What follows belongs to an exercise in optimizing a design on an open flow for small area, a short achievable clock period and few clock cycles; a production flow would make more cautious choices.
In this exercise RTL edits were held to simulation tests only and were not proved equivalent to the original.
No activity file was given, so power comes from the tool's default toggle rates.

<file path="design/flow/flow/run.sh">
#!/bin/bash
# The standard layout (the standard.sh: ORFS synthesis to finish), with timing repair aimed at a
# setup margin of 5.25 ns and without gate cloning. The make output goes to flow.log; ORFS keeps each
# step's own log under orfs/logs/.
set -euo pipefail
bash standard.sh SETUP_SLACK_MARGIN=5.25 SKIP_GATE_CLONING=1 finish > flow.log 2>&1
</file>
<file path="design/flow/standard.sh">
#!/bin/bash
# synth_recipe.tcl (not shown) runs the flow's synth.tcl, then flattens the netlist and writes it again
# the make line also repeats each setting of config.mk as NAME=value (left out here)
make -C /OpenROAD-flow-scripts/flow DESIGN_CONFIG=/design/flow/config.mk WORK_HOME=/design/flow/orfs CLKGATE_MAP_FILE= SYNTH_SCRIPT=/design/flow/synth_recipe.tcl "${@:-finish}"
</file>
<file path="design/flow/config.mk">
export PLATFORM = sky130hd
export DESIGN_NAME = radixconv
export DESIGN_NICKNAME = radixconv
export VERILOG_FILES = /design/flow/design.v
export SDC_FILE = /design/flow/constraint.sdc
export NUM_CORES = 4
export LEC_CHECK = 0
export CAP_MARGIN = 30
export CORE_MARGIN = 2
export CORE_UTILIZATION = 55
export CTS_BUF_LIST = sky130_fd_sc_hd__clkbuf_4
export CTS_CLUSTER_DIAMETER = 50
export CTS_CLUSTER_SIZE = 8
export SLEW_MARGIN = 30
</file>
<file path="design/flow/constraint.sdc">
create_clock -name core_clock -period 10.0 [get_ports {clk}]
set_input_delay 2.0000 -clock core_clock [delete_from_list [all_inputs] [get_ports {clk}]]
set_output_delay 2.0000 -clock core_clock [all_outputs]
set_load 0.01 [all_outputs]
</file>
<file path="design/flow/design.v">
`timescale 1ns/1ps
module radixconv (
    input  wire        clk,
    input  wire        rst,
    input  wire        host_valid,
    input  wire        host_we,
    input  wire        host_buf,
    input  wire [6:0]  host_addr,
    input  wire [15:0] host_wdata,
    output reg  [15:0] host_rdata
);
    localparam BUF_SIZE = 128;
    localparam [3:0] ERR_ILLEGAL = 4'd1;
    localparam [3:0] ERR_WIDTH   = 4'd2;
    localparam [3:0] ERR_BOUNDS  = 4'd3;
    localparam [3:0] ERR_OVERLAP = 4'd4;
    localparam [3:0] ERR_SYMBOL  = 4'd5;
    localparam [3:0] ERR_BUSY    = 4'd6;
    localparam [2:0] S_CHK   = 3'd0;    
    localparam [2:0] S_DIV   = 3'd1;    
    localparam [2:0] S_SET   = 3'd2;    
    localparam [2:0] S_CONV  = 3'd3;    
    localparam [2:0] S_ALPHA = 3'd4;    
    reg [8*BUF_SIZE-1:0] buf_mem;    
    reg [15:0] cmdl, srcaddr, srclen, dstaddr;
    reg [7:0]  dstlen;       
    reg        busy, done, err;
    reg [3:0]  errcode;
    reg [2:0]  state;
    reg [1:0]  div_cnt;
    reg [11:0] div_l;        
    reg [2:0]  div_r;        
    reg        m_inc;        
    reg        fwd;          
    reg        fip;          
    reg        skip;         
    reg [31:0] work;         
    reg [5:0]  wbits;        
    reg [7:0]  ins_left;     
    reg [6:0]  rp, wp;       
    reg [6:0]  wpn;          
    reg [31:0] cur, nxt;     
    reg [1:0]  prime;        
    reg        son;          
    reg [4:0]  pf;           
    reg        done_r;       
    reg        bad_r;        
    reg [4:0]  wi;           
    reg [4:0]  wq;           
    reg [6:0]  a_end;        
    reg        src_ok;       
    reg        dst_bad;      
    reg        ovl_bad;      
    reg [5:0]  c_t1, c_t2;   
    reg [5:0]  c_off;        
    reg        f_ge1, f_ge2;    
    reg        f_eqb, f_nz;     
    reg        f_fit1, f_fit2;  
    reg        f_idone;         
    reg        f_ige2;          
    wire [3:0] op  = cmdl[15:12];
    wire [3:0] a_w = cmdl[11:8];
    wire [3:0] b_w = cmdl[7:4];
    wire [5:0] c_b  = {2'd0, b_w};           
    wire [5:0] c_b2 = {1'b0, b_w, 1'b0};     
    wire       p_f = cmdl[3];
    reg  op_conv;        
    reg  op_conv_any;    
    reg  emit_part;      
    wire host_wr_reg  = host_valid &  host_we & ~host_buf;
    wire host_acc_buf = host_valid & host_buf;
    wire [15:0] w = host_wdata;
    wire wr_cmd     = host_wr_reg & (host_addr[2:0] == 3'd0);
    wire wr_srcaddr = host_wr_reg & (host_addr[2:0] == 3'd2);
    wire wr_srclen  = host_wr_reg & (host_addr[2:0] == 3'd3);
    wire wr_dstaddr = host_wr_reg & (host_addr[2:0] == 3'd4);
    wire wr_param   = wr_srcaddr | wr_srclen | wr_dstaddr;
    wire is_srst = wr_cmd & (w == 16'hF000);
    reg legal;
    always @* begin
        case (w[15:12])
            4'h0, 4'h4, 4'h5, 4'h6, 4'h7, 4'hF: legal = (w[11:0] == 12'h000);
            4'h1: legal = (w[3:0] == 4'h0);
            4'h2: legal = (w[2:0] == 3'h0);
            default: legal = 1'b0;
        endcase
    end
    wire busy_violation = busy & (host_acc_buf | wr_param | (wr_cmd & ~is_srst));
    wire cmd_illegal = wr_cmd & ~is_srst & ~err & ~busy & ~legal;
    wire cmd_accept  = wr_cmd & ~is_srst & ~err & ~busy & legal & (w != 16'h0000);
    wire       w_fwd = ~((w[15:12] == 4'h2) & (w[7:4] < w[11:8]));
    wire       w_fip = (w[15:12] == 4'h2) & w_fwd;
    wire [6:0] s_rp  = fwd ? srcaddr[6:0] : a_end;     
    wire [4:0]  eng_ridx = (state == S_CHK) ? s_rp[6:2] : op_conv_any ? pf : wi;
    wire [4:0]  ridx = busy ? eng_ridx : host_addr[6:2];
    wire [31:0] bwords [0:31];
    genvar gw;
    generate
        for (gw = 0; gw < 32; gw = gw + 1) begin : g_words
            assign bwords[gw] = buf_mem[32*gw +: 32];
        end
    endgenerate
    wire [31:0] rword = bwords[ridx];
    wire [7:0]  rlane [0:3];
    assign rlane[0] = rword[7:0];
    assign rlane[1] = rword[15:8];
    assign rlane[2] = rword[23:16];
    assign rlane[3] = rword[31:24];
    wire [7:0]  clane [0:3];
    assign clane[0] = cur[7:0];
    assign clane[1] = cur[15:8];
    assign clane[2] = cur[23:16];
    assign clane[3] = cur[31:24];
    wire [15:0] n_len = srclen;
    wire        n_zero = (n_len == 16'd0);
    wire        width_bad = (a_w == 4'd0) | (a_w > 4'd8) | (b_w == 4'd0) | (b_w > 4'd8);
    wire [16:0] src_end = {1'b0, srcaddr} + {1'b0, n_len};
    wire [10:0] m_len   = div_l[10:0] + {10'd0, m_inc};    
    wire [15:0] dbase   = op_conv ? dstaddr : srcaddr;
    wire [16:0] dst_end = {1'b0, dbase} + {6'd0, m_len};
    wire        dst_ok  = (m_len == 11'd0) | (dst_end <= BUF_SIZE);
    wire        overlap = op_conv & (m_len != 11'd0) &
                          ({1'b0, srcaddr} < dst_end) & ({1'b0, dstaddr} < src_end);
    function [3:0] div_step;    
        input [3:0] b;
        input [2:0] r;
        input       x;
        reg   [7:0] v;
        reg   [3:0] t;
        begin
            v = {b, r, x};
            t[0] = (v == 8'd33) |
                   (v == 8'd35) |
                   (v == 8'd49) |
                   (v == 8'd52) |
                   (v == 8'd65) |
                   (v == 8'd67) |
                   (v == 8'd69) |
                   (v == 8'd71) |
                   (v == 8'd81) |
                   (v == 8'd83) |
                   (v == 8'd86) |
                   (v == 8'd88) |
                   (v == 8'd97) |
                   (v == 8'd99) |
                   (v == 8'd101) |
                   (v == 8'd103) |
                   (v == 8'd105) |
                   (v == 8'd107) |
                   (v == 8'd113) |
                   (v == 8'd115) |
                   (v == 8'd117) |
                   (v == 8'd120) |
                   (v == 8'd122) |
                   (v == 8'd124) |
                   (v == 8'd129) |
                   (v == 8'd131) |
                   (v == 8'd133) |
                   (v == 8'd135) |
                   (v == 8'd137) |
                   (v == 8'd139) |
                   (v == 8'd141) |
                   (v == 8'd143);
            t[1] = (v == 8'd50) |
                   (v == 8'd53) |
                   (v == 8'd66) |
                   (v == 8'd67) |
                   (v == 8'd70) |
                   (v == 8'd71) |
                   (v == 8'd82) |
                   (v == 8'd83) |
                   (v == 8'd87) |
                   (v == 8'd88) |
                   (v == 8'd98) |
                   (v == 8'd99) |
                   (v == 8'd104) |
                   (v == 8'd105) |
                   (v == 8'd114) |
                   (v == 8'd115) |
                   (v == 8'd118) |
                   (v == 8'd121) |
                   (v == 8'd122) |
                   (v == 8'd125) |
                   (v == 8'd130) |
                   (v == 8'd131) |
                   (v == 8'd134) |
                   (v == 8'd135) |
                   (v == 8'd138) |
                   (v == 8'd139) |
                   (v == 8'd142) |
                   (v == 8'd143);
            t[2] = (v == 8'd84) |
                   (v == 8'd89) |
                   (v == 8'd100) |
                   (v == 8'd101) |
                   (v == 8'd106) |
                   (v == 8'd107) |
                   (v == 8'd116) |
                   (v == 8'd117) |
                   (v == 8'd118) |
                   (v == 8'd123) |
                   (v == 8'd124) |
                   (v == 8'd125) |
                   (v == 8'd132) |
                   (v == 8'd133) |
                   (v == 8'd134) |
                   (v == 8'd135) |
                   (v == 8'd140) |
                   (v == 8'd141) |
                   (v == 8'd142) |
                   (v == 8'd143);
            t[3] = (v == 8'd17) |
                   (v == 8'd34) |
                   (v == 8'd35) |
                   (v == 8'd51) |
                   (v == 8'd52) |
                   (v == 8'd53) |
                   (v == 8'd68) |
                   (v == 8'd69) |
                   (v == 8'd70) |
                   (v == 8'd71) |
                   (v == 8'd85) |
                   (v == 8'd86) |
                   (v == 8'd87) |
                   (v == 8'd88) |
                   (v == 8'd89) |
                   (v == 8'd102) |
                   (v == 8'd103) |
                   (v == 8'd104) |
                   (v == 8'd105) |
                   (v == 8'd106) |
                   (v == 8'd107) |
                   (v == 8'd119) |
                   (v == 8'd120) |
                   (v == 8'd121) |
                   (v == 8'd122) |
                   (v == 8'd123) |
                   (v == 8'd124) |
                   (v == 8'd125) |
                   (v == 8'd136) |
                   (v == 8'd137) |
                   (v == 8'd138) |
                   (v == 8'd139) |
                   (v == 8'd140) |
                   (v == 8'd141) |
                   (v == 8'd142) |
                   (v == 8'd143);
            div_step = t;
        end
    endfunction
    function [7:0] t_n2p32;
        input [4:0] v;
        reg   [7:0] t;
        begin
            t[0] = (v == 5'd0) |
                   (v == 5'd2) |
                   (v == 5'd4) |
                   (v == 5'd6) |
                   (v == 5'd8) |
                   (v == 5'd10) |
                   (v == 5'd12) |
                   (v == 5'd14) |
                   (v == 5'd16) |
                   (v == 5'd18) |
                   (v == 5'd20) |
                   (v == 5'd22) |
                   (v == 5'd24) |
                   (v == 5'd27) |
                   (v == 5'd29) |
                   (v == 5'd31);
            t[1] = (v == 5'd1) |
                   (v == 5'd2) |
                   (v == 5'd5) |
                   (v == 5'd6) |
                   (v == 5'd9) |
                   (v == 5'd10) |
                   (v == 5'd13) |
                   (v == 5'd14) |
                   (v == 5'd17) |
                   (v == 5'd18) |
                   (v == 5'd21) |
                   (v == 5'd22) |
                   (v == 5'd25) |
                   (v == 5'd26) |
                   (v == 5'd27) |
                   (v == 5'd30) |
                   (v == 5'd31);
            t[2] = (v == 5'd3) |
                   (v == 5'd4) |
                   (v == 5'd5) |
                   (v == 5'd6) |
                   (v == 5'd11) |
                   (v == 5'd12) |
                   (v == 5'd13) |
                   (v == 5'd14) |
                   (v == 5'd19) |
                   (v == 5'd20) |
                   (v == 5'd21) |
                   (v == 5'd22) |
                   (v == 5'd28) |
                   (v == 5'd29) |
                   (v == 5'd30) |
                   (v == 5'd31);
            t[3] = (v == 5'd7) |
                   (v == 5'd8) |
                   (v == 5'd9) |
                   (v == 5'd10) |
                   (v == 5'd11) |
                   (v == 5'd12) |
                   (v == 5'd13) |
                   (v == 5'd14) |
                   (v == 5'd23) |
                   (v == 5'd24) |
                   (v == 5'd25);
            t[4] = (v == 5'd15) |
                   (v == 5'd16) |
                   (v == 5'd17) |
                   (v == 5'd18) |
                   (v == 5'd19) |
                   (v == 5'd20) |
                   (v == 5'd21) |
                   (v == 5'd22) |
                   (v == 5'd23) |
                   (v == 5'd24) |
                   (v == 5'd25) |
                   (v == 5'd26) |
                   (v == 5'd27) |
                   (v == 5'd28) |
                   (v == 5'd29) |
                   (v == 5'd30) |
                   (v == 5'd31);
            t[5] = (v == 5'd0) |
                   (v == 5'd1) |
                   (v == 5'd2) |
                   (v == 5'd3) |
                   (v == 5'd4) |
                   (v == 5'd5) |
                   (v == 5'd6) |
                   (v == 5'd7) |
                   (v == 5'd8) |
                   (v == 5'd9) |
                   (v == 5'd10) |
                   (v == 5'd11) |
                   (v == 5'd12) |
                   (v == 5'd13) |
                   (v == 5'd14) |
                   (v == 5'd15) |
                   (v == 5'd16) |
                   (v == 5'd17) |
                   (v == 5'd18) |
                   (v == 5'd19) |
                   (v == 5'd20) |
                   (v == 5'd21) |
                   (v == 5'd22) |
                   (v == 5'd23) |
                   (v == 5'd24) |
                   (v == 5'd25) |
                   (v == 5'd26) |
                   (v == 5'd27) |
                   (v == 5'd28) |
                   (v == 5'd29) |
                   (v == 5'd30) |
                   (v == 5'd31);
            t[6] = (v == 5'd0) |
                   (v == 5'd1) |
                   (v == 5'd2) |
                   (v == 5'd3) |
                   (v == 5'd4) |
                   (v == 5'd5) |
                   (v == 5'd6) |
                   (v == 5'd7) |
                   (v == 5'd8) |
                   (v == 5'd9) |
                   (v == 5'd10) |
                   (v == 5'd11) |
                   (v == 5'd12) |
                   (v == 5'd13) |
                   (v == 5'd14) |
                   (v == 5'd15) |
                   (v == 5'd16) |
                   (v == 5'd17) |
                   (v == 5'd18) |
                   (v == 5'd19) |
                   (v == 5'd20) |
                   (v == 5'd21) |
                   (v == 5'd22) |
                   (v == 5'd23) |
                   (v == 5'd24) |
                   (v == 5'd25);
            t[7] = 1'b0;
            t_n2p32 = t;
        end
    endfunction
    function [7:0] t_p2n32;
        input [7:0] v;
        reg   [7:0] t;
        begin
            t[0] = (v == 8'd51) |
                   (v == 8'd53) |
                   (v == 8'd55) |
                   (v == 8'd98) |
                   (v == 8'd100) |
                   (v == 8'd102) |
                   (v == 8'd104) |
                   (v == 8'd106) |
                   (v == 8'd108) |
                   (v == 8'd110) |
                   (v == 8'd112) |
                   (v == 8'd114) |
                   (v == 8'd116) |
                   (v == 8'd118) |
                   (v == 8'd120) |
                   (v == 8'd122);
            t[1] = (v == 8'd50) |
                   (v == 8'd51) |
                   (v == 8'd54) |
                   (v == 8'd55) |
                   (v == 8'd99) |
                   (v == 8'd100) |
                   (v == 8'd103) |
                   (v == 8'd104) |
                   (v == 8'd107) |
                   (v == 8'd108) |
                   (v == 8'd111) |
                   (v == 8'd112) |
                   (v == 8'd115) |
                   (v == 8'd116) |
                   (v == 8'd119) |
                   (v == 8'd120);
            t[2] = (v == 8'd52) |
                   (v == 8'd53) |
                   (v == 8'd54) |
                   (v == 8'd55) |
                   (v == 8'd101) |
                   (v == 8'd102) |
                   (v == 8'd103) |
                   (v == 8'd104) |
                   (v == 8'd109) |
                   (v == 8'd110) |
                   (v == 8'd111) |
                   (v == 8'd112) |
                   (v == 8'd117) |
                   (v == 8'd118) |
                   (v == 8'd119) |
                   (v == 8'd120);
            t[3] = (v == 8'd50) |
                   (v == 8'd51) |
                   (v == 8'd52) |
                   (v == 8'd53) |
                   (v == 8'd54) |
                   (v == 8'd55) |
                   (v == 8'd105) |
                   (v == 8'd106) |
                   (v == 8'd107) |
                   (v == 8'd108) |
                   (v == 8'd109) |
                   (v == 8'd110) |
                   (v == 8'd111) |
                   (v == 8'd112) |
                   (v == 8'd121) |
                   (v == 8'd122);
            t[4] = (v == 8'd50) |
                   (v == 8'd51) |
                   (v == 8'd52) |
                   (v == 8'd53) |
                   (v == 8'd54) |
                   (v == 8'd55) |
                   (v == 8'd113) |
                   (v == 8'd114) |
                   (v == 8'd115) |
                   (v == 8'd116) |
                   (v == 8'd117) |
                   (v == 8'd118) |
                   (v == 8'd119) |
                   (v == 8'd120) |
                   (v == 8'd121) |
                   (v == 8'd122);
            t[5] = 1'b0;
            t[6] = 1'b0;
            t[7] = 1'b0;
            t_p2n32 = t;
        end
    endfunction
    function [7:0] t_n2p64;
        input [5:0] v;
        reg   [7:0] t;
        begin
            t[0] = (v == 6'd1) |
                   (v == 6'd3) |
                   (v == 6'd5) |
                   (v == 6'd7) |
                   (v == 6'd9) |
                   (v == 6'd11) |
                   (v == 6'd12) |
                   (v == 6'd14) |
                   (v == 6'd16) |
                   (v == 6'd18) |
                   (v == 6'd20) |
                   (v == 6'd22) |
                   (v == 6'd24) |
                   (v == 6'd26) |
                   (v == 6'd28) |
                   (v == 6'd30) |
                   (v == 6'd32) |
                   (v == 6'd34) |
                   (v == 6'd36) |
                   (v == 6'd38) |
                   (v == 6'd40) |
                   (v == 6'd42) |
                   (v == 6'd44) |
                   (v == 6'd46) |
                   (v == 6'd48) |
                   (v == 6'd50) |
                   (v == 6'd52) |
                   (v == 6'd54) |
                   (v == 6'd56) |
                   (v == 6'd58) |
                   (v == 6'd60) |
                   (v == 6'd62);
            t[1] = (v == 6'd4) |
                   (v == 6'd5) |
                   (v == 6'd8) |
                   (v == 6'd9) |
                   (v == 6'd13) |
                   (v == 6'd14) |
                   (v == 6'd17) |
                   (v == 6'd18) |
                   (v == 6'd21) |
                   (v == 6'd22) |
                   (v == 6'd25) |
                   (v == 6'd26) |
                   (v == 6'd29) |
                   (v == 6'd30) |
                   (v == 6'd33) |
                   (v == 6'd34) |
                   (v == 6'd37) |
                   (v == 6'd39) |
                   (v == 6'd40) |
                   (v == 6'd43) |
                   (v == 6'd44) |
                   (v == 6'd47) |
                   (v == 6'd48) |
                   (v == 6'd51) |
                   (v == 6'd52) |
                   (v == 6'd55) |
                   (v == 6'd56) |
                   (v == 6'd59) |
                   (v == 6'd60) |
                   (v == 6'd63);
            t[2] = (v == 6'd0) |
                   (v == 6'd1) |
                   (v == 6'd6) |
                   (v == 6'd7) |
                   (v == 6'd8) |
                   (v == 6'd9) |
                   (v == 6'd15) |
                   (v == 6'd16) |
                   (v == 6'd17) |
                   (v == 6'd18) |
                   (v == 6'd23) |
                   (v == 6'd24) |
                   (v == 6'd25) |
                   (v == 6'd26) |
                   (v == 6'd31) |
                   (v == 6'd32) |
                   (v == 6'd33) |
                   (v == 6'd34) |
                   (v == 6'd41) |
                   (v == 6'd42) |
                   (v == 6'd43) |
                   (v == 6'd44) |
                   (v == 6'd49) |
                   (v == 6'd50) |
                   (v == 6'd51) |
                   (v == 6'd52) |
                   (v == 6'd57) |
                   (v == 6'd58) |
                   (v == 6'd59) |
                   (v == 6'd60);
            t[3] = (v == 6'd0) |
                   (v == 6'd1) |
                   (v == 6'd10) |
                   (v == 6'd11) |
                   (v == 6'd19) |
                   (v == 6'd20) |
                   (v == 6'd21) |
                   (v == 6'd22) |
                   (v == 6'd23) |
                   (v == 6'd24) |
                   (v == 6'd25) |
                   (v == 6'd26) |
                   (v == 6'd35) |
                   (v == 6'd36) |
                   (v == 6'd37) |
                   (v == 6'd45) |
                   (v == 6'd46) |
                   (v == 6'd47) |
                   (v == 6'd48) |
                   (v == 6'd49) |
                   (v == 6'd50) |
                   (v == 6'd51) |
                   (v == 6'd52) |
                   (v == 6'd61) |
                   (v == 6'd62) |
                   (v == 6'd63);
            t[4] = (v == 6'd2) |
                   (v == 6'd3) |
                   (v == 6'd4) |
                   (v == 6'd5) |
                   (v == 6'd6) |
                   (v == 6'd7) |
                   (v == 6'd8) |
                   (v == 6'd9) |
                   (v == 6'd10) |
                   (v == 6'd11) |
                   (v == 6'd27) |
                   (v == 6'd28) |
                   (v == 6'd29) |
                   (v == 6'd30) |
                   (v == 6'd31) |
                   (v == 6'd32) |
                   (v == 6'd33) |
                   (v == 6'd34) |
                   (v == 6'd35) |
                   (v == 6'd36) |
                   (v == 6'd37) |
                   (v == 6'd53) |
                   (v == 6'd54) |
                   (v == 6'd55) |
                   (v == 6'd56) |
                   (v == 6'd57) |
                   (v == 6'd58) |
                   (v == 6'd59) |
                   (v == 6'd60) |
                   (v == 6'd61) |
                   (v == 6'd62) |
                   (v == 6'd63);
            t[5] = (v == 6'd0) |
                   (v == 6'd1) |
                   (v == 6'd2) |
                   (v == 6'd3) |
                   (v == 6'd4) |
                   (v == 6'd5) |
                   (v == 6'd6) |
                   (v == 6'd7) |
                   (v == 6'd8) |
                   (v == 6'd9) |
                   (v == 6'd10) |
                   (v == 6'd11) |
                   (v == 6'd38) |
                   (v == 6'd39) |
                   (v == 6'd40) |
                   (v == 6'd41) |
                   (v == 6'd42) |
                   (v == 6'd43) |
                   (v == 6'd44) |
                   (v == 6'd45) |
                   (v == 6'd46) |
                   (v == 6'd47) |
                   (v == 6'd48) |
                   (v == 6'd49) |
                   (v == 6'd50) |
                   (v == 6'd51) |
                   (v == 6'd52) |
                   (v == 6'd53) |
                   (v == 6'd54) |
                   (v == 6'd55) |
                   (v == 6'd56) |
                   (v == 6'd57) |
                   (v == 6'd58) |
                   (v == 6'd59) |
                   (v == 6'd60) |
                   (v == 6'd61) |
                   (v == 6'd62) |
                   (v == 6'd63);
            t[6] = (v == 6'd12) |
                   (v == 6'd13) |
                   (v == 6'd14) |
                   (v == 6'd15) |
                   (v == 6'd16) |
                   (v == 6'd17) |
                   (v == 6'd18) |
                   (v == 6'd19) |
                   (v == 6'd20) |
                   (v == 6'd21) |
                   (v == 6'd22) |
                   (v == 6'd23) |
                   (v == 6'd24) |
                   (v == 6'd25) |
                   (v == 6'd26) |
                   (v == 6'd27) |
                   (v == 6'd28) |
                   (v == 6'd29) |
                   (v == 6'd30) |
                   (v == 6'd31) |
                   (v == 6'd32) |
                   (v == 6'd33) |
                   (v == 6'd34) |
                   (v == 6'd35) |
                   (v == 6'd36) |
                   (v == 6'd37) |
                   (v == 6'd38) |
                   (v == 6'd39) |
                   (v == 6'd40) |
                   (v == 6'd41) |
                   (v == 6'd42) |
                   (v == 6'd43) |
                   (v == 6'd44) |
                   (v == 6'd45) |
                   (v == 6'd46) |
                   (v == 6'd47) |
                   (v == 6'd48) |
                   (v == 6'd49) |
                   (v == 6'd50) |
                   (v == 6'd51) |
                   (v == 6'd52) |
                   (v == 6'd53) |
                   (v == 6'd54) |
                   (v == 6'd55) |
                   (v == 6'd56) |
                   (v == 6'd57) |
                   (v == 6'd58) |
                   (v == 6'd59) |
                   (v == 6'd60) |
                   (v == 6'd61) |
                   (v == 6'd62) |
                   (v == 6'd63);
            t[7] = 1'b0;
            t_n2p64 = t;
        end
    endfunction
    function [7:0] t_p2n64;
        input [7:0] v;
        reg   [7:0] t;
        begin
            t[0] = (v == 8'd45) |
                   (v == 8'd49) |
                   (v == 8'd51) |
                   (v == 8'd53) |
                   (v == 8'd55) |
                   (v == 8'd57) |
                   (v == 8'd66) |
                   (v == 8'd68) |
                   (v == 8'd70) |
                   (v == 8'd72) |
                   (v == 8'd74) |
                   (v == 8'd76) |
                   (v == 8'd78) |
                   (v == 8'd80) |
                   (v == 8'd82) |
                   (v == 8'd84) |
                   (v == 8'd86) |
                   (v == 8'd88) |
                   (v == 8'd90) |
                   (v == 8'd98) |
                   (v == 8'd100) |
                   (v == 8'd102) |
                   (v == 8'd104) |
                   (v == 8'd106) |
                   (v == 8'd108) |
                   (v == 8'd110) |
                   (v == 8'd112) |
                   (v == 8'd114) |
                   (v == 8'd116) |
                   (v == 8'd118) |
                   (v == 8'd120) |
                   (v == 8'd122);
            t[1] = (v == 8'd48) |
                   (v == 8'd49) |
                   (v == 8'd52) |
                   (v == 8'd53) |
                   (v == 8'd56) |
                   (v == 8'd57) |
                   (v == 8'd67) |
                   (v == 8'd68) |
                   (v == 8'd71) |
                   (v == 8'd72) |
                   (v == 8'd75) |
                   (v == 8'd76) |
                   (v == 8'd79) |
                   (v == 8'd80) |
                   (v == 8'd83) |
                   (v == 8'd84) |
                   (v == 8'd87) |
                   (v == 8'd88) |
                   (v == 8'd97) |
                   (v == 8'd98) |
                   (v == 8'd101) |
                   (v == 8'd102) |
                   (v == 8'd105) |
                   (v == 8'd106) |
                   (v == 8'd109) |
                   (v == 8'd110) |
                   (v == 8'd113) |
                   (v == 8'd114) |
                   (v == 8'd117) |
                   (v == 8'd118) |
                   (v == 8'd121) |
                   (v == 8'd122);
            t[2] = (v == 8'd50) |
                   (v == 8'd51) |
                   (v == 8'd52) |
                   (v == 8'd53) |
                   (v == 8'd65) |
                   (v == 8'd66) |
                   (v == 8'd67) |
                   (v == 8'd68) |
                   (v == 8'd73) |
                   (v == 8'd74) |
                   (v == 8'd75) |
                   (v == 8'd76) |
                   (v == 8'd81) |
                   (v == 8'd82) |
                   (v == 8'd83) |
                   (v == 8'd84) |
                   (v == 8'd89) |
                   (v == 8'd90) |
                   (v == 8'd97) |
                   (v == 8'd98) |
                   (v == 8'd103) |
                   (v == 8'd104) |
                   (v == 8'd105) |
                   (v == 8'd106) |
                   (v == 8'd111) |
                   (v == 8'd112) |
                   (v == 8'd113) |
                   (v == 8'd114) |
                   (v == 8'd119) |
                   (v == 8'd120) |
                   (v == 8'd121) |
                   (v == 8'd122);
            t[3] = (v == 8'd54) |
                   (v == 8'd55) |
                   (v == 8'd56) |
                   (v == 8'd57) |
                   (v == 8'd65) |
                   (v == 8'd66) |
                   (v == 8'd67) |
                   (v == 8'd68) |
                   (v == 8'd77) |
                   (v == 8'd78) |
                   (v == 8'd79) |
                   (v == 8'd80) |
                   (v == 8'd81) |
                   (v == 8'd82) |
                   (v == 8'd83) |
                   (v == 8'd84) |
                   (v == 8'd99) |
                   (v == 8'd100) |
                   (v == 8'd101) |
                   (v == 8'd102) |
                   (v == 8'd103) |
                   (v == 8'd104) |
                   (v == 8'd105) |
                   (v == 8'd106) |
                   (v == 8'd115) |
                   (v == 8'd116) |
                   (v == 8'd117) |
                   (v == 8'd118) |
                   (v == 8'd119) |
                   (v == 8'd120) |
                   (v == 8'd121) |
                   (v == 8'd122);
            t[4] = (v == 8'd69) |
                   (v == 8'd70) |
                   (v == 8'd71) |
                   (v == 8'd72) |
                   (v == 8'd73) |
                   (v == 8'd74) |
                   (v == 8'd75) |
                   (v == 8'd76) |
                   (v == 8'd77) |
                   (v == 8'd78) |
                   (v == 8'd79) |
                   (v == 8'd80) |
                   (v == 8'd81) |
                   (v == 8'd82) |
                   (v == 8'd83) |
                   (v == 8'd84) |
                   (v == 8'd107) |
                   (v == 8'd108) |
                   (v == 8'd109) |
                   (v == 8'd110) |
                   (v == 8'd111) |
                   (v == 8'd112) |
                   (v == 8'd113) |
                   (v == 8'd114) |
                   (v == 8'd115) |
                   (v == 8'd116) |
                   (v == 8'd117) |
                   (v == 8'd118) |
                   (v == 8'd119) |
                   (v == 8'd120) |
                   (v == 8'd121) |
                   (v == 8'd122);
            t[5] = (v == 8'd85) |
                   (v == 8'd86) |
                   (v == 8'd87) |
                   (v == 8'd88) |
                   (v == 8'd89) |
                   (v == 8'd90) |
                   (v == 8'd97) |
                   (v == 8'd98) |
                   (v == 8'd99) |
                   (v == 8'd100) |
                   (v == 8'd101) |
                   (v == 8'd102) |
                   (v == 8'd103) |
                   (v == 8'd104) |
                   (v == 8'd105) |
                   (v == 8'd106) |
                   (v == 8'd107) |
                   (v == 8'd108) |
                   (v == 8'd109) |
                   (v == 8'd110) |
                   (v == 8'd111) |
                   (v == 8'd112) |
                   (v == 8'd113) |
                   (v == 8'd114) |
                   (v == 8'd115) |
                   (v == 8'd116) |
                   (v == 8'd117) |
                   (v == 8'd118) |
                   (v == 8'd119) |
                   (v == 8'd120) |
                   (v == 8'd121) |
                   (v == 8'd122);
            t[6] = 1'b0;
            t[7] = 1'b0;
            t_p2n64 = t;
        end
    endfunction
    function [8:0] alpha;    
        input [1:0] o;
        input [7:0] v;
        begin
            case (o)
                2'd0:    alpha = {|v[7:5], t_n2p32(v[4:0])};
                2'd1:    alpha = {1'b0,    t_p2n32(v)};
                2'd2:    alpha = {|v[7:6], t_n2p64(v[5:0])};
                default: alpha = {1'b0,    t_p2n64(v)};
            endcase
        end
    endfunction
    wire [3:0] dv1 = div_step(b_w, div_r,     div_l[11]);
    wire [3:0] dv2 = div_step(b_w, dv1[2:0],  div_l[10]);
    wire [3:0] dv3 = div_step(b_w, dv2[2:0],  div_l[9]);
    wire [11:0] q_nx = {div_l[8:0], dv1[3], dv2[3], dv3[3]};
    wire [2:0]  r_nx = dv3[2:0];
    wire [3:0] g_w = 4'd8 - b_w;                     
    wire [7:0] a_mask = ~(8'hFF << a_w);
    wire [7:0] b_mask = ~(8'hFF << b_w);
    wire [7:0] g_mask = ~(8'hFF << g_w);
    wire       primed    = (prime == 2'd2);
    wire       stream_on = son;
    wire [7:0] s0 = clane[rp[1:0]];
    wire [7:0] s1 = fwd ? ((rp[1:0] == 2'd3) ? nxt[7:0]   : clane[rp[1:0] + 2'd1])
                        : ((rp[1:0] == 2'd0) ? nxt[31:24] : clane[rp[1:0] - 2'd1]);
    wire       bad0 = |(s0 & ~a_mask);
    wire       bad1 = |(s1 & ~a_mask);
    wire [7:0] u0 = fwd ? s0 : {s0[0], s0[1], s0[2], s0[3], s0[4], s0[5], s0[6], s0[7]};
    wire [7:0] u1 = fwd ? s1 : {s1[0], s1[1], s1[2], s1[3], s1[4], s1[5], s1[6], s1[7]};
    wire       part_ok  = fwd & f_idone & emit_part;
    wire [1:0] k = ~stream_on ? 2'd0 :
                   f_ge2 ? 2'd2 :
                   f_ge1 ? ((part_ok & ~f_eqb) ? 2'd2 : 2'd1) :
                   ((part_ok & f_nz) ? 2'd1 : 2'd0);
    wire       k_part = part_ok & ~f_ge2;                 
    wire [5:0] wr0 = wbits;
    wire [5:0] wr1 = wbits - c_b;
    wire [5:0] wr2 = wbits - c_b2;
    wire [5:0] wrem = (k_part & (k != 2'd0)) ? 6'd0 :
                      (k == 2'd2) ? wr2 : (k == 2'd1) ? wr1 : wr0;
    wire [5:0] io0 = wbits + c_off;
    wire [5:0] io1 = io0 - c_b;
    wire [5:0] io2 = io0 - c_b2;
    wire [5:0] ins_off = (k_part & (k != 2'd0)) ? 6'd0 :
                         (k == 2'd2) ? io2 : (k == 2'd1) ? io1 : io0;
    wire [1:0] nin = ~stream_on ? 2'd0 :
                     (f_ige2 & f_fit2) ? 2'd2 :
                     (~f_idone & f_fit1) ? 2'd1 : 2'd0;
    wire       sym_bad = ((nin != 2'd0) & bad0) | ((nin == 2'd2) & bad1);
    wire [15:0] qin = {8'd0, u0} | ((nin == 2'd2) ? ({8'd0, u1} << a_w) : 16'd0);
    wire [5:0]  cons = (k == 2'd2) ? c_b2 : (k == 2'd1) ? c_b : 6'd0;
    wire [31:0] work_c = (work >> cons) & (fwd ? 32'hFFFFFFFF : ~{24'd0, g_mask});
    wire [31:0] work_nx = work_c | ((nin != 2'd0) ? ({16'd0, qin} << ins_off) : 32'd0);
    wire [5:0]  wbits_nx = wrem + ((nin == 2'd2) ? {1'b0, a_w, 1'b0} : (nin == 2'd1) ? {2'd0, a_w} : 6'd0);
    wire [7:0]  ins_nx = ins_left - {6'd0, nin};
    wire [6:0]  rp1 = fwd ? rp + 7'd1 : rp - 7'd1;
    wire [6:0]  rp2 = fwd ? rp + 7'd2 : rp - 7'd2;
    wire [6:0]  rp_nx = (nin == 2'd2) ? rp2 : (nin == 2'd1) ? rp1 : rp;
    wire        wcross = fwd ? (((nin == 2'd1) & (rp[1:0] == 2'd3)) | ((nin == 2'd2) & rp[1]))
                             : (((nin == 2'd1) & (rp[1:0] == 2'd0)) | ((nin == 2'd2) & ~rp[1]));
    wire [7:0] win0 = work[7:0];
    wire [7:0] win1 = work[b_w +: 8];
    wire [7:0] wm0  = win0 & ~g_mask;
    wire [7:0] wm1  = win1 & ~g_mask;
    wire [7:0] o0 = fwd ? (win0 & b_mask) : {wm0[0], wm0[1], wm0[2], wm0[3], wm0[4], wm0[5], wm0[6], wm0[7]};
    wire [7:0] o1 = fwd ? (win1 & b_mask) : {wm1[0], wm1[1], wm1[2], wm1[3], wm1[4], wm1[5], wm1[6], wm1[7]};
    wire       skip_now = skip & (k != 2'd0);
    wire       k1  = (k == 2'd1);
    wire       k2  = (k == 2'd2);
    wire       we0 = k2 | (k1 & ~skip);             
    wire       we1 = k2 & ~skip;                    
    wire [1:0] nw  = {we1, we0 & ~we1};
    wire [7:0] d0  = skip_now ? o1 : o0;
    wire [6:0] wp1 = wpn;
    wire [6:0] wp2 = fwd ? wp + 7'd2 : wp - 7'd2;
    wire [6:0] wp3 = fwd ? wp + 7'd3 : wp - 7'd3;
    wire [6:0] wp_nx  = (nw == 2'd2) ? wp2 : (nw == 2'd1) ? wp1 : wp;
    wire [6:0] wpn_nx = (nw == 2'd2) ? wp3 : (nw == 2'd1) ? wp2 : wpn;
    wire       n_idone = (ins_nx == 8'd0);
    wire       n_ge1   = (wbits_nx >= c_b);
    wire       n_nz    = (wbits_nx != 6'd0);
    wire       c_done  = n_idone & (fwd ? (~n_ge1 & (~emit_part | ~n_nz)) : ~n_nz);
    wire       a_lo_w = (wq == srcaddr[6:2]);
    wire       a_hi_w = (wq == a_end[6:2]);
    reg  [3:0] a_en;
    reg  [7:0] a_val [0:3];
    reg        a_bad;
    reg  [8:0] a_t;
    integer    li;
    always @* begin
        a_bad = 1'b0;
        for (li = 0; li < 4; li = li + 1) begin
            a_en[li] = (~a_lo_w | (li[1:0] >= srcaddr[1:0])) & (~a_hi_w | (li[1:0] <= a_end[1:0]));
            a_t = alpha(op[1:0], clane[li]);
            a_val[li] = a_t[7:0];
            if (a_en[li] & a_t[8]) a_bad = 1'b1;
        end
    end
    reg        eng_fault;
    reg [3:0]  eng_code;
    reg        eng_finish;
    reg [10:0] fin_len;
    reg [3:0]  eng_we;       
    reg [4:0]  eng_widx [0:3];
    reg [7:0]  eng_wd   [0:3];
    integer    ej;
    always @* begin
        eng_fault  = 1'b0;
        eng_code   = 4'd0;
        eng_finish = 1'b0;
        fin_len    = m_len;
        for (ej = 0; ej < 4; ej = ej + 1) begin
            eng_we[ej]   = 1'b0;
            eng_widx[ej] = wq;
            eng_wd[ej]   = a_val[ej];
        end
        if (op_conv_any) begin
            for (ej = 0; ej < 4; ej = ej + 1) begin
                if (wp1[1:0] == ej[1:0]) begin
                    eng_we[ej]   = we1;
                    eng_widx[ej] = wp1[6:2];
                    eng_wd[ej]   = o1;
                end else begin
                    eng_we[ej]   = we0 & (wp[1:0] == ej[1:0]);
                    eng_widx[ej] = wp[6:2];
                    eng_wd[ej]   = d0;
                end
            end
            if (bad_r) begin
                eng_fault = 1'b1;
                eng_code  = ERR_SYMBOL;
            end else begin
                case (state)
                    S_CHK: begin
                        if (width_bad) begin
                            eng_fault = 1'b1;
                            eng_code  = ERR_WIDTH;
                        end else if (!src_ok) begin
                            eng_fault = 1'b1;
                            eng_code  = ERR_BOUNDS;
                        end else if (n_zero) begin
                            eng_finish = 1'b1;
                            fin_len    = 11'd0;
                        end
                    end
                    S_CONV: begin
                        if (dst_bad) begin
                            eng_fault = 1'b1;
                            eng_code  = ERR_BOUNDS;
                        end else if (ovl_bad) begin
                            eng_fault = 1'b1;
                            eng_code  = ERR_OVERLAP;
                        end else if (done_r) begin
                            eng_finish = 1'b1;
                        end
                    end
                    default: ;
                endcase
            end
        end else begin
            if (state == S_CHK) begin
                if (!src_ok) begin
                    eng_fault = 1'b1;
                    eng_code  = ERR_BOUNDS;
                end else if (n_zero) begin
                    eng_finish = 1'b1;
                    fin_len    = 11'd0;
                end
            end else begin
                for (ej = 0; ej < 4; ej = ej + 1)
                    eng_we[ej] = a_en[ej];
                if (a_bad) begin
                    eng_fault = 1'b1;
                    eng_code  = ERR_SYMBOL;
                end else if (a_hi_w) begin
                    eng_finish = 1'b1;
                    fin_len    = n_len[10:0];
                end
            end
        end
        if (!busy) begin
            eng_fault  = 1'b0;
            eng_finish = 1'b0;
            for (ej = 0; ej < 4; ej = ej + 1) eng_we[ej] = 1'b0;
        end
    end
    wire host_buf_wr = host_valid & host_we & host_buf & ~busy;
    reg  [3:0] l_we;
    reg  [4:0] l_idx [0:3];
    reg  [7:0] l_wd  [0:3];
    integer    lj;
    always @* begin
        for (lj = 0; lj < 4; lj = lj + 1) begin
            if (busy) begin
                l_we[lj]  = eng_we[lj];
                l_idx[lj] = eng_widx[lj];
                l_wd[lj]  = eng_wd[lj];
            end else begin
                l_we[lj]  = host_buf_wr & (host_addr[1:0] == lj[1:0]);
                l_idx[lj] = host_addr[6:2];
                l_wd[lj]  = host_wdata[7:0];
            end
        end
    end
    genvar gb;
    generate
        for (gb = 0; gb < BUF_SIZE; gb = gb + 1) begin : g_buf
            always @(posedge clk) begin
                if (l_we[gb % 4] && l_idx[gb % 4] == (gb / 4))
                    buf_mem[8*gb +: 8] <= l_wd[gb % 4];
            end
        end
    endgenerate
    reg        busy_n, done_n, err_n;
    reg [3:0]  errcode_n;
    reg [7:0]  dstlen_n;
    always @* begin
        busy_n    = busy;
        done_n    = done;
        err_n     = err;
        errcode_n = errcode;
        dstlen_n  = dstlen;
        if (rst || is_srst) begin
            busy_n = 1'b0; done_n = 1'b0; err_n = 1'b0; errcode_n = 4'd0; dstlen_n = 8'd0;
        end else if (busy_violation) begin
            busy_n = 1'b0; done_n = 1'b0; err_n = 1'b1; errcode_n = ERR_BUSY;
        end else if (cmd_illegal) begin
            err_n = 1'b1; errcode_n = ERR_ILLEGAL; done_n = 1'b0;
        end else if (cmd_accept) begin
            busy_n = 1'b1; done_n = 1'b0;
        end else if (eng_fault) begin
            busy_n = 1'b0; err_n = 1'b1; errcode_n = eng_code;
        end else if (eng_finish) begin
            busy_n = 1'b0; done_n = 1'b1; dstlen_n = fin_len[7:0];
        end
    end
    wire        busy_e    = busy & ~eng_fault & ~eng_finish;
    wire        done_e    = eng_finish | done;
    wire        err_e     = eng_fault | err;
    wire [3:0]  errcode_e = eng_fault ? eng_code : errcode;
    wire [15:0] dstlen_e  = {8'd0, eng_finish ? fin_len[7:0] : dstlen};
    wire [15:0] status_e  = {8'h00, errcode_e, 1'b0, err_e, done_e, busy_e};
    reg [15:0] reg_rd;
    always @* begin
        case (host_addr[2:0])
            3'd0: reg_rd = cmdl;
            3'd1: reg_rd = status_e;
            3'd2: reg_rd = srcaddr;
            3'd3: reg_rd = srclen;
            3'd4: reg_rd = dstaddr;
            3'd5: reg_rd = dstlen_e;
            default: reg_rd = 16'h0000;
        endcase
    end
    always @(posedge clk) begin
        if (host_valid && !host_we)
            host_rdata <= host_buf ? {8'h00, rlane[host_addr[1:0]]} : reg_rd;
    end
    always @(posedge clk) begin
        busy    <= busy_n;
        done    <= done_n;
        err     <= err_n;
        errcode <= errcode_n;
        dstlen  <= dstlen_n;
        src_ok  <= n_zero | (src_end <= BUF_SIZE);
        a_end   <= srcaddr[6:0] + srclen[6:0] - 7'd1;
        if (rst || is_srst) begin
            cmdl    <= 16'h0000;
            srcaddr <= 16'h0000;
            srclen  <= 16'h0000;
            dstaddr <= 16'h0000;
        end else if (!busy_violation) begin
            if (wr_srcaddr) srcaddr <= w;
            if (wr_srclen)  srclen  <= w;
            if (wr_dstaddr) dstaddr <= w;
            if (cmd_accept) begin
                cmdl        <= w;
                op_conv     <= (w[15:12] == 4'h1);
                op_conv_any <= (w[15:12] == 4'h1) | (w[15:12] == 4'h2);
                emit_part   <= (w[15:12] == 4'h1) | w[3];
                state    <= S_CHK;
                fwd      <= w_fwd;
                fip      <= w_fip;
                done_r   <= 1'b0;
                son      <= 1'b0;
                bad_r    <= 1'b0;
                dst_bad  <= 1'b0;
                ovl_bad  <= 1'b0;
            end
        end
        if (busy) begin
            if (state == S_CHK) begin
                cur   <= rword;
                prime <= 2'd1;
                pf    <= fwd ? s_rp[6:2] + 5'd1 : s_rp[6:2] - 5'd1;
            end else if (op_conv_any) begin
                if (!primed) begin
                    if (prime == 2'd0) cur <= rword;
                    else               nxt <= rword;
                    prime <= prime + 2'd1;
                    pf    <= fwd ? pf + 5'd1 : pf - 5'd1;
                end else if (wcross) begin
                    cur <= nxt;
                    nxt <= rword;
                    pf  <= fwd ? pf + 5'd1 : pf - 5'd1;
                end
            end else begin
                cur <= rword;
            end
            if (stream_on) begin
                work     <= work_nx;
                wbits    <= wbits_nx;
                ins_left <= ins_nx;
                rp       <= rp_nx;
                wp       <= wp_nx;
                wpn      <= wpn_nx;
                f_ge1    <= n_ge1;
                f_ge2    <= (wbits_nx >= c_b2);
                f_eqb    <= (wbits_nx == c_b);
                f_nz     <= n_nz;
                f_fit1   <= (wbits_nx <= c_t1);
                f_fit2   <= (wbits_nx <= c_t2);
                f_idone  <= n_idone;
                f_ige2   <= (ins_nx >= 8'd2);
                if (k != 2'd0) skip <= 1'b0;
                done_r   <= c_done;
                bad_r    <= sym_bad;
            end
            case (state)
                S_CHK: begin
                    skip     <= 1'b0;
                    rp       <= s_rp;
                    wp       <= srcaddr[6:0];
                    wpn      <= srcaddr[6:0] + 7'd1;
                    work     <= 32'd0;
                    wbits    <= 6'd0;
                    ins_left <= srclen[7:0];
                    f_ge1    <= 1'b0;
                    f_ge2    <= 1'b0;
                    f_eqb    <= 1'b0;
                    f_nz     <= 1'b0;
                    f_fit1   <= 1'b1;
                    f_fit2   <= 1'b1;
                    f_idone  <= (srclen[7:0] == 8'd0);
                    f_ige2   <= (srclen[7:0] >= 8'd2);
                    wi      <= srcaddr[6:2] + 5'd1;
                    wq      <= srcaddr[6:2];
                    div_l   <= {4'd0, n_len[7:0]} * {8'd0, a_w};
                    div_r   <= 3'd0;
                    div_cnt <= 2'd0;
                    c_off   <= fwd ? 6'd0 : ({2'd0, a_w} - {2'd0, b_w});
                    c_t1    <= (fwd ? 6'd32 : 6'd24 + {2'd0, b_w}) - {2'd0, a_w};
                    c_t2    <= (fwd ? 6'd32 : 6'd24 + {2'd0, b_w}) - {1'b0, a_w, 1'b0};
                    state   <= op_conv_any ? S_DIV : S_ALPHA;
                end
                S_ALPHA: begin
                    wi <= wi + 5'd1;
                    wq <= wi;
                end
                S_DIV: begin
                    div_l   <= q_nx;
                    div_r   <= r_nx;
                    div_cnt <= div_cnt + 2'd1;
                    if (div_cnt == 2'd0) son <= fip;     
                    if (div_cnt == 2'd3) begin
                        m_inc <= emit_part & (r_nx != 3'd0);
                        state <= fip ? S_CONV : S_SET;
                    end
                end
                S_SET: begin
                    wbits <= (fwd | (div_r == 3'd0)) ? 6'd0 : (c_b - {3'd0, div_r});
                    f_nz  <= ~fwd & (div_r != 3'd0);
                    skip  <= ~fwd & ~p_f & (div_r != 3'd0);
                    dst_bad <= ~dst_ok;
                    ovl_bad <= overlap;
                    wp    <= fwd ? dbase[6:0] : (srcaddr[6:0] + m_len[6:0] - 7'd1);
                    wpn   <= fwd ? dbase[6:0] + 7'd1 : (srcaddr[6:0] + m_len[6:0] - 7'd2);
                    son   <= 1'b1;
                    state <= S_CONV;
                end
                default: ;
            endcase
        end
    end
endmodule
</file>
==> results of run 1 <==
[worst max-delay path by stage]
| stage | slack, ps | startpoint | to | cells past startpoint |
|---|---|---|---|---|
| 2_1_floorplan | 5160 | cmdl[5]$_SDFFE_PP0P_ | div_l[0]$_DFFE_PP_ | 20 |
| 3_3_place_gp | 2600 | host_addr[2] | host_rdata[1]$_DFFE_PP_ | 14 |
| 3_5_place_dp | 2500 | host_addr[2] | host_rdata[1]$_DFFE_PP_ | 14 |
| 4_1_cts | 5130 | host_addr[5] | host_rdata[1]$_DFFE_PP_ | 15 |
| 5_1_grt | 5230 | fwd$_DFFE_PP_ | f_fit1$_SDFFCE_PP1P_ | 17 |
| 6_report | 5210 | host_addr[4] | host_rdata[2]$_DFFE_PP_ | 15 |
[what timing repair did]
item,4_1_cts,5_1_grt
pin swaps,6,22
resized for setup,74,124
setup buffers,19,30
endpoints found under the setup margin,310,542
[synth_stat cells (19+ instances only)]
cell type | instances | area share [%]
o21a_1 | 24 | 0.26
inv_1 | 159 | 0.85
or3_1 | 19 | 0.17
a31oi_1 | 93 | 0.83
mux2i_1 | 223 | 3.2
o22ai_1 | 56 | 0.50
nand2_1 | 501 | 2.7
dfxtp_1 | 95 | 2.7
o21bai_1 | 25 | 0.27
o32a_1 | 35 | 0.50
nor3_1 | 110 | 0.78
nand3_1 | 149 | 1.1
mux4_2 | 41 | 1.3
buf_1 | 58 | 0.31
a221oi_1 | 187 | 2.3
a211oi_1 | 50 | 0.53
a22o_1 | 180 | 2.2
nor4_1 | 23 | 0.20
o31ai_1 | 25 | 0.27
a22oi_1 | 188 | 2.0
a21oi_1 | 377 | 2.7
and2_1 | 36 | 0.32
nor2b_1 | 51 | 0.45
edfxtp_1 | 1232 | 53
o211ai_1 | 58 | 0.62
a21o_1 | 69 | 0.74
xnor2_1 | 111 | 1.4
or2_2 | 20 | 0.18
fa_1 | 30 | 0.85
nand2b_1 | 41 | 0.36
ha_1 | 189 | 3.4
clkbuf_1 | 277 | 1.5
mux2_2 | 76 | 1.2
nand4_1 | 80 | 0.71
nor2_1 | 584 | 3.1
buf_2 | 76 | 0.54
o221ai_1 | 19 | 0.24
and3_1 | 20 | 0.18
o21ai_0 | 295 | 2.1
xor2_1 | 49 | 0.61
[state kept, by name, summed over array words and instances (netlist names), 12 cells and up]
| name | flops |
|---|---|
| buf_mem | 1024 |
| cur | 32 |
| nxt | 32 |
| work | 32 |
| cmdl | 16 |
| dstaddr | 16 |
| host_rdata | 16 |
| srcaddr | 16 |
| srclen | 16 |
| div_l | 12 |
[layer usage]
metal | GRT usage, % | wire [um] | vias up
li1 | - | - | 24221
met1 | 52.0 | 98200 | 27773
met2 | 61.7 | 120000 | 3953
met3 | 8.85 | 30500 | 862
met4 | 18.5 | 15400 | 2
met5 | 0 | 13 | -
[per-stage QoR]
stage / hold WS, ps / instance area [sq um]
floorplan: 447 / 70400
global placement: 457 / 73200
detailed placement: 461 / 73400
CTS: 478 / 75800
global route: 485 / 76600
finish: 479 / 76600
[tightest hold or removal path, cell delays in order (launching register included)]
cell and delay [ps]:
dfxtp_1 330, inv_1 50, a221oi_1 60
[cell type report]
cell class / count / area share (%)
clock inverter: 35 / 0.451
sequential: 1327 / 50.8
clock buffer: 216 / 2.12
multi-input combinational: 4282 / 39.3
inverter: 178 / 0.882
tap: 1662 / 2.71
antenna: 8 / 0.0261
timing repair buffer: 314 / 3.65
[cells by family (layout without fill, tap and decap cells)]
family                     count (synthesis)  after routing  synth area share (%)
muxes                                    340            340                  5.70
buffers and inverters                    604            743                  3.46
DFF                                     1327           1327                  55.3
xor gates and xnor gates                 160            160                  1.99
other                                      0              8                     0
adders and majority gates                220            220                  4.23
AOI/OAI and AO/OA                       1863           1863                  18.4
and+or+nand+nor                         1699           1699                  11.0
[where the power goes]
part	switching, W	total (W)	internal [W]
Combinational	0.000353	0.000509	0.000156
Sequential	0.0000131	0.00607	0.00606
Clock	0.00193	0.00306	0.00113
Total	0.00230	0.00964	0.00734
==> impl_metrics.toml, run 1 <==
[pwr]
powerDensity_nw_per_um2 = 126
p_leak_nw = 26.2
totalPowerFinal_w = 0.00964
irDropWorstVdd_mv = 0.160

[setup_path]
r2r_cells = 10
regToRegSetupSlack_ps = 5280
start_kind = "input port"
regToRegEndpoint = "buf_mem[1018]$_DFFE_PP_"
arrival_ps = 5790
cpPeakStageDelay_ps = 560
critPathCaptureType = "flip-flop"
cp_data_required_time_ps = 11000
crit_path_top_delay_cell = "mux4_2"
path_cells = "clkdlybuf4s50_1, nor2b_1, buf_6, a21oi_4, nand2b_4, buf_4, nor3_2, buf_4, a22o_1, a221oi_1, nand4_1, o32a_1, mux4_2, a21oi_1, o31ai_1"
cp_max_fo = 19
worstReg2RegStart = "cmdl[7]$_SDFFE_PP0P_"
crit_buf_inv = 4
critPathTopFamily = "compound AO/OA/AOI/OAI gates"
critical_path_class = "in -> reg"
cp_common_cell = "buf_4"

[detailed_routing]
dr_total_vias = 56811
first_iter_violations = 8196
post-route-drc-count = 0
finalWirelength_um = 264000
vias_per_cell = 7.08
first_pass_iters = 9
antenna_left = 0
drt-wirelength-per-cell_um = 32.9

[die]
die_x_um = 362
start_util_pct = 55.3
die_h_um = 362
die_area_sq_um = 131000
num_rows = 131
pin_count = 44
core-area_sq_um = 127000

[place]
portBuffers = 43
dp_cells = 7714
hpwl_um = 177000
pre_cts_slack_ps = 2500
place.gp.congestion = 0.992

[cells_and_area]
nNetsFinal = 6543
final_common_cell = "edfxtp_1"
stdcell_count = 8022
area_growth_pct = 8.80
final_core_util_pct = 60.1
fillers = 10459
regArea_sq_um = 38900
multiInputGateArea_sq_um = 30100
drive_above_1_share_pct = 14.4
final_cell_mix = "1232 x edfxtp_1, 509 x nor2_1, 495 x nand2_1, 362 x a21oi_1, 274 x o21ai_0"

[flow_run]
drv_cap = 0

[clocking]
cts-htree-levels = 4
cts.clk_slew.worst_paths_ps = 110
clockBufferDepth = 3
ctsHoldBuffers = 0
cts_made_buffers = 193
tritoncts = "done"
clock_sinks = 1327
cts_root_buf = "clkbuf_4"
worstSkewPairLatency_ps = 1320

[yosys]
async_reset_ff_share_pct = 0
synth-seq-area-share_pct = 55.3
synth-main-ff-cell = "edfxtp_1"
synth_cell_type_count = 98
synth_seq_cells = 1327
syn-num-nets = 6460
syn-cell-area_sq_um = 70400
synth_edf_count = 1232
synthCells = 6213
yosys_warnings = 6
avgSynthCellArea_sq_um = 11.3

[grt]
grtUsageTotal_pct = 39.3
grt_pass1_vias = 52707
grt_max_degree = 77
grt_pass1_wl_um = 373000
gr-total-overflow = 0
antenna_found_initial = 9

[timing]
setup_violations = 0
fin_worst_skew_ps = 89.2
worst_pin_slew_ps = 1110
finalCritPeriodShare_pct = 47.9
worst_slack_ps = 5210
max_freq_mhz = 209
rsz0062_at_grt = "yes"
slew_headroom_pct = 25.5
fin_crit_ps = 4790
finalHoldViolCount = 0
setup_tns_ps = 0
final_max_slew_viol_count = 0

[worst_hold_path]
worstHoldEndpoint = "dstlen[6]$_SDFFE_PP0P_"
hold_class = "reg -> reg"
min_delay_path_depth = 2
worstHoldStart = "dstlen[6]$_SDFFE_PP0P_"

[outcome]
status = "timing/DRC/antenna clean"
Testbench counts, summed over its fixed seeds: cycles 30,579.
==> inputs of run 2 (changes only) <==
--- a/design/flow/design.v
+++ b/design/flow/design.v
@@ -45,4 +45,2 @@
     reg [4:0]  pf;           
-    reg        done_r;       
-    reg        bad_r;        
     reg [4:0]  wi;           
@@ -1061,6 +1059,3 @@
             end
-            if (bad_r) begin
-                eng_fault = 1'b1;
-                eng_code  = ERR_SYMBOL;
-            end else begin
+            begin
                 case (state)
@@ -1085,3 +1080,6 @@
                             eng_code  = ERR_OVERLAP;
-                        end else if (done_r) begin
+                        end else if (sym_bad) begin
+                            eng_fault = 1'b1;
+                            eng_code  = ERR_SYMBOL;
+                        end else if (c_done) begin
                             eng_finish = 1'b1;
@@ -1089,2 +1087,8 @@
                     end
+                    S_DIV: begin
+                        if (sym_bad) begin
+                            eng_fault = 1'b1;
+                            eng_code  = ERR_SYMBOL;
+                        end
+                    end
                     default: ;
@@ -1216,5 +1220,3 @@
                 fip      <= w_fip;
-                done_r   <= 1'b0;
                 son      <= 1'b0;
-                bad_r    <= 1'b0;
                 dst_bad  <= 1'b0;
@@ -1258,4 +1260,2 @@
                 if (k != 2'd0) skip <= 1'b0;
-                done_r   <= c_done;
-                bad_r    <= sym_bad;
             end
==> design/flow/flow/run.sh (replaced) <==
#!/bin/bash
# The standard layout (the standard.sh: ORFS synthesis to finish), with timing repair aimed at a
# setup margin of 5.5 ns and without gate cloning. The make output goes to flow.log; ORFS keeps each
# step's own log under orfs/logs/.
set -euo pipefail
bash standard.sh SETUP_SLACK_MARGIN=5.5 SKIP_GATE_CLONING=1 finish > flow.log 2>&1
--- a/design/flow/config.mk
+++ b/design/flow/config.mk
@@ -10,5 +10,3 @@
 export CORE_UTILIZATION = 55
-export CTS_BUF_LIST = sky130_fd_sc_hd__clkbuf_4
-export CTS_CLUSTER_DIAMETER = 50
-export CTS_CLUSTER_SIZE = 8
+export CTS_BUF_LIST = sky130_fd_sc_hd__clkbuf_8
 export SLEW_MARGIN = 30
==> run 2 against run 1 <==
Sequential share of layout area decreased by 3.8 points. Still clean. Global-route usage increased by 1.5 points. Cell area increased by 7.9%. Largest power group unchanged. Fmax decreased by 9.0%. Die area increased by 1.9%. Largest cell class unchanged. Utilization increased by 3.7 points. Final cell count increased by 9.8%. Synthesized area increased by 1.9%. Clock skew decreased by 17 ps.
==> impl_metrics.toml, run 2 <==
[yosys]
synth_cell_type_count = 102
synth-main-ff-cell = "edfxtp_1"
yosys.area.top_type = "edfxtp_1"
yosys_warnings = 6
synth_seq_cells = 1325
syn-num-nets = 6931
synthTopCellsByArea = "edfxtp_1 52%, a22oi_1 5.1%, nand2_1 3.8%"
synth_edf_count = 1232
avgSynthCellArea_sq_um = 10.7
post-synth-top-count-cell = "edfxtp_1"
synthCells = 6684
synth_common_cells = "1232 x edfxtp_1, 725 x nand2_1, 667 x nor2_1"
synth_top_area_share_pct = 51.6
async_reset_ff_share_pct = 0
syn-cell-area_sq_um = 71800
synth-seq-area-share_pct = 54.2

[clocking]
cts_root_buf = "clkbuf_8"
ctsHoldBuffers = 0
cts.clk_slew.worst_paths_ps = 70
cts_made_buffers = 208
tritoncts = "done"
cts-htree-levels = 4
worstSkewPairLatency_ps = 1010
clockBufferDepth = 3
clock_sinks = 1325

[pwr]
p_sw_share_pct = 24.3
irDropWorstVdd_mv = 0.147
combPwrFrac_pct = 4.8
seqPwrFrac_pct = 53.9
powerDensity_nw_per_um2 = 136
power.share.clock_pct = 41.3
p_leak_nw = 29.3
p_sw_w = 0.00274
p_int_w = 0.00853

[timing]
finalHoldViolCount = 0
rsz0062_at_grt = "yes"
fin_worst_skew_ps = 72.0
holdWs_ps = 460
worst_pin_slew_ps = 1080
slew_headroom_pct = 27.5
max_freq_mhz = 190
worst_slack_ps = 4740
setup_tns_ps = 0
finalCritPeriodShare_pct = 52.6
setup_violations = 0
final_max_slew_viol_count = 0
fin_crit_ps = 5260

[detailed_routing]
drt-wirelength-per-cell_um = 31.6
post-route-drc-count = 0
antenna_left = 0
dr_total_vias = 60531
first_pass_iters = 11
vias_per_cell = 6.87
first_iter_violations = 9095
finalWirelength_um = 279000

[die]
die_h_um = 365
pin_count = 44
num_rows = 132
start_util_pct = 55.4
die_area_sq_um = 133000
die_x_um = 365
core-area_sq_um = 129000

[setup_path]
regToRegEndpoint = "host_rdata[7]$_DFFE_PP_"
r2r_cells = 20
critPathCaptureType = "flip-flop"
regToRegSetupSlack_ps = 4740
cp_max_fo = 6
start_kind = "flip-flop"
critical_path_class = "reg -> reg"
cp_data_required_time_ps = 10710
worstReg2RegStart = "fwd$_DFFE_PP_"
arrival_ps = 5970

[worst_hold_path]
worstHoldStart = "errcode[0]$_SDFFE_PP0P_"
min_delay_path_depth = 2
worstHoldEndpoint = "errcode[0]$_SDFFE_PP0P_"
hold_class = "reg -> reg"

[place]
place.gp.congestion = 0.973
hpwl_um = 185000
portBuffers = 43
pre_cts_slack_ps = 2870

[grt]
grt_pass1_vias = 56471
antenna_found_initial = 4
gr-total-overflow = 0
grt_pass1_wl_um = 394000
grtUsageTotal_pct = 40.7
grt_max_degree = 76

[cells_and_area]
fillers = 10390
largest_register_ff_count = 1024
top_register = "buf_mem"
final_common_cell = "edfxtp_1"
drive_above_1_share_pct = 17.4
final_cell_mix = "1232 x edfxtp_1, 716 x nand2_1, 568 x nor2_1, 463 x a22oi_1, 384 x a21oi_1"
nNetsFinal = 7127
final_core_util_pct = 63.8
area_growth_pct = 15.2

[flow_run]
drv_cap = 0

[outcome]
status = "timing/DRC/antenna clean"
-- run 2: changes by cell type after synthesis, sizes merged, moves of 14 or more --
cell    previous run  this run
nor2             584       669
a21oi            379       417
o22ai             56        72
a211oi            52        66
and2              38        77
a221oi           188        44
a22oi            188       485
nand2            503       725
inv              163       179
clkbuf           277       323
nand3            149       120
nor4              23        53
a22o             180        24
-- run 2: through the flow --
stage | area (sq um) | cells | power (W)
2_1_floorplan | 72100 | 6684 | 0.00642
3_3_place_gp | 74500 | 8211 | 0.00664
3_5_place_dp | 74600 | 8214 | 0.00665
4_1_cts | 81000 | 8705 | 0.0112
5_1_grt | 82700 | 8804 | 0.0115
6_report | 82700 | 8807 | 0.0113
-- run 2: layout make-up --
| type | count | area [sq um] | area share, % |
|---|---|---|---|
| Clock buffer | 208 | 2860 | 3.46 |
| Inverter | 185 | 726 | 0.878 |
| Clock inverter | 183 | 1290 | 1.56 |
| Timing Repair Buffer | 453 | 4280 | 5.17 |
| Sequential cell | 1325 | 38900 | 47.1 |
| Multi-Input combinational cell | 4707 | 32400 | 39.2 |
| Tap cell | 1742 | 2180 | 2.64 |
| Antenna cell | 4 | 10.0 | 0.0121 |
-- run 2: worst max-delay path, stage by stage (launching register included) --
cell       delay [ps]
edfxtp_1          520
and4b_1           280
mux2_4            290
or2_4             260
o22ai_2           110
a211oi_2           70
buf_4             150
fa_2              410
xor2_2            170
buf_4             140
buf_4             150
or4_1             490
nor3b_2           260
mux2i_2           150
a2111oi_4         300
buf_4             210
o221a_4           270
mux2i_1           200
a2bb2oi_1         180
nor2_1             60
a221o_1           290
-- run 2: timing repair --
| action | 4_1_cts | 5_1_grt |
|---|---|---|
| pin swaps | 47 | 76 |
| gates resized for setup | 319 | 175 |
| buffers inserted | 100 | 95 |
| hold endpoints to repair | 0 | 0 |
| setup endpoints to repair | 1448 | 998 |
-- run 2: logic make-up after synthesis --
| group | after synthesis | share of synthesized area [%] |
|---|---|---|
| AND/OR/NAND/NOR | 2085 | 13.2 |
| adder cells (fa/ha/maj) | 220 | 4.15 |
| flip-flops | 1325 | 54.2 |
| buffers and inverters | 652 | 3.58 |
| AO/OA/AOI/OAI | 1935 | 18.1 |
| XOR/XNOR | 162 | 1.98 |
| multiplexers | 305 | 4.87 |
-- run 2: per-layer routing --
metal | up-vias | wire length, um | GRT usage, % | share of wire [%]
met2 | 4174 | 125000 | 63.0 | 45
met1 | 29559 | 103000 | 53.3 | 37
met3 | 922 | 31600 | 9.28 | 11
li1 | 25874 | - | - | -
met4 | 2 | 18900 | 22.4 | 6.8
met5 | - | 11 | 0 | 0.0039
-- run 2: power groups by stage --
| stage | Clock (W) | Combinational (W) | Sequential, W |
|---|---|---|---|
| final | 0.00465 | 0.000544 | 0.00607 |
| after detailed placement | 0 | 0.000459 | 0.00619 |
| after CTS | 0.00466 | 0.000500 | 0.00607 |
| after floorplan | 0 | 0.000231 | 0.00619 |
| after global placement | 0 | 0.000451 | 0.00619 |
| after global routing | 0.00490 | 0.000554 | 0.00607 |
-- run 2: how the worst max path moves through the flow --
stage | from | endpoint | cells after the start
after floorplan | cmdl[5]$_SDFFE_PP0P_ | host_rdata[7]$_DFFE_PP_ | 23
after global placement | host_addr[2] | host_rdata[0]$_DFFE_PP_ | 14
after detailed placement | host_addr[2] | host_rdata[4]$_DFFE_PP_ | 14
after CTS | fwd$_DFFE_PP_ | host_rdata[7]$_DFFE_PP_ | 21
after global routing | fwd$_DFFE_PP_ | host_rdata[7]$_DFFE_PP_ | 22
final | fwd$_DFFE_PP_ | host_rdata[7]$_DFFE_PP_ | 20
Testbench counts of run 2, summed over its fixed seeds: cycles 30,387.

what the ideal ports hide:
The flow's constraints put no driver on any port. The routed layouts listed below were extracted and timed again, unchanged, in two steps. Step 1 (the two cells are an assumption about what drives the block):
set clk [get_ports {clk}]
set_driving_cell -lib_cell sky130_fd_sc_hd__clkbuf_16 $clk
set_driving_cell -lib_cell sky130_fd_sc_hd__buf_2 [delete_from_list [all_inputs] $clk]
Step 2, shift: input delay + t, output delay - t, t = (earliest + latest rising clock arrival at the registers) / 2. This alone moves slack from input paths to output paths. Three values: no drivers, after step 1, after step 2; two values: the first two.
run	shift t [ns]	slack for setup (ns)	worst hold slack (ns)	worst setup path after step 2	worst data-port slew with drivers (ns)
run 1	1.355	5.214 / 5.271 / 3.916	0.479 / 0.479 / 0.479	input to register	0.08
run 2	1.046	4.742 / 4.742 / 4.015	0.460 / 0.460 / 0.460	input to register	0.04
After both steps setup and hold are still met in every run listed. The setup slack of run 1, which loses most, moves by +0.057 ns with the drivers and by -1.298 ns with both steps.
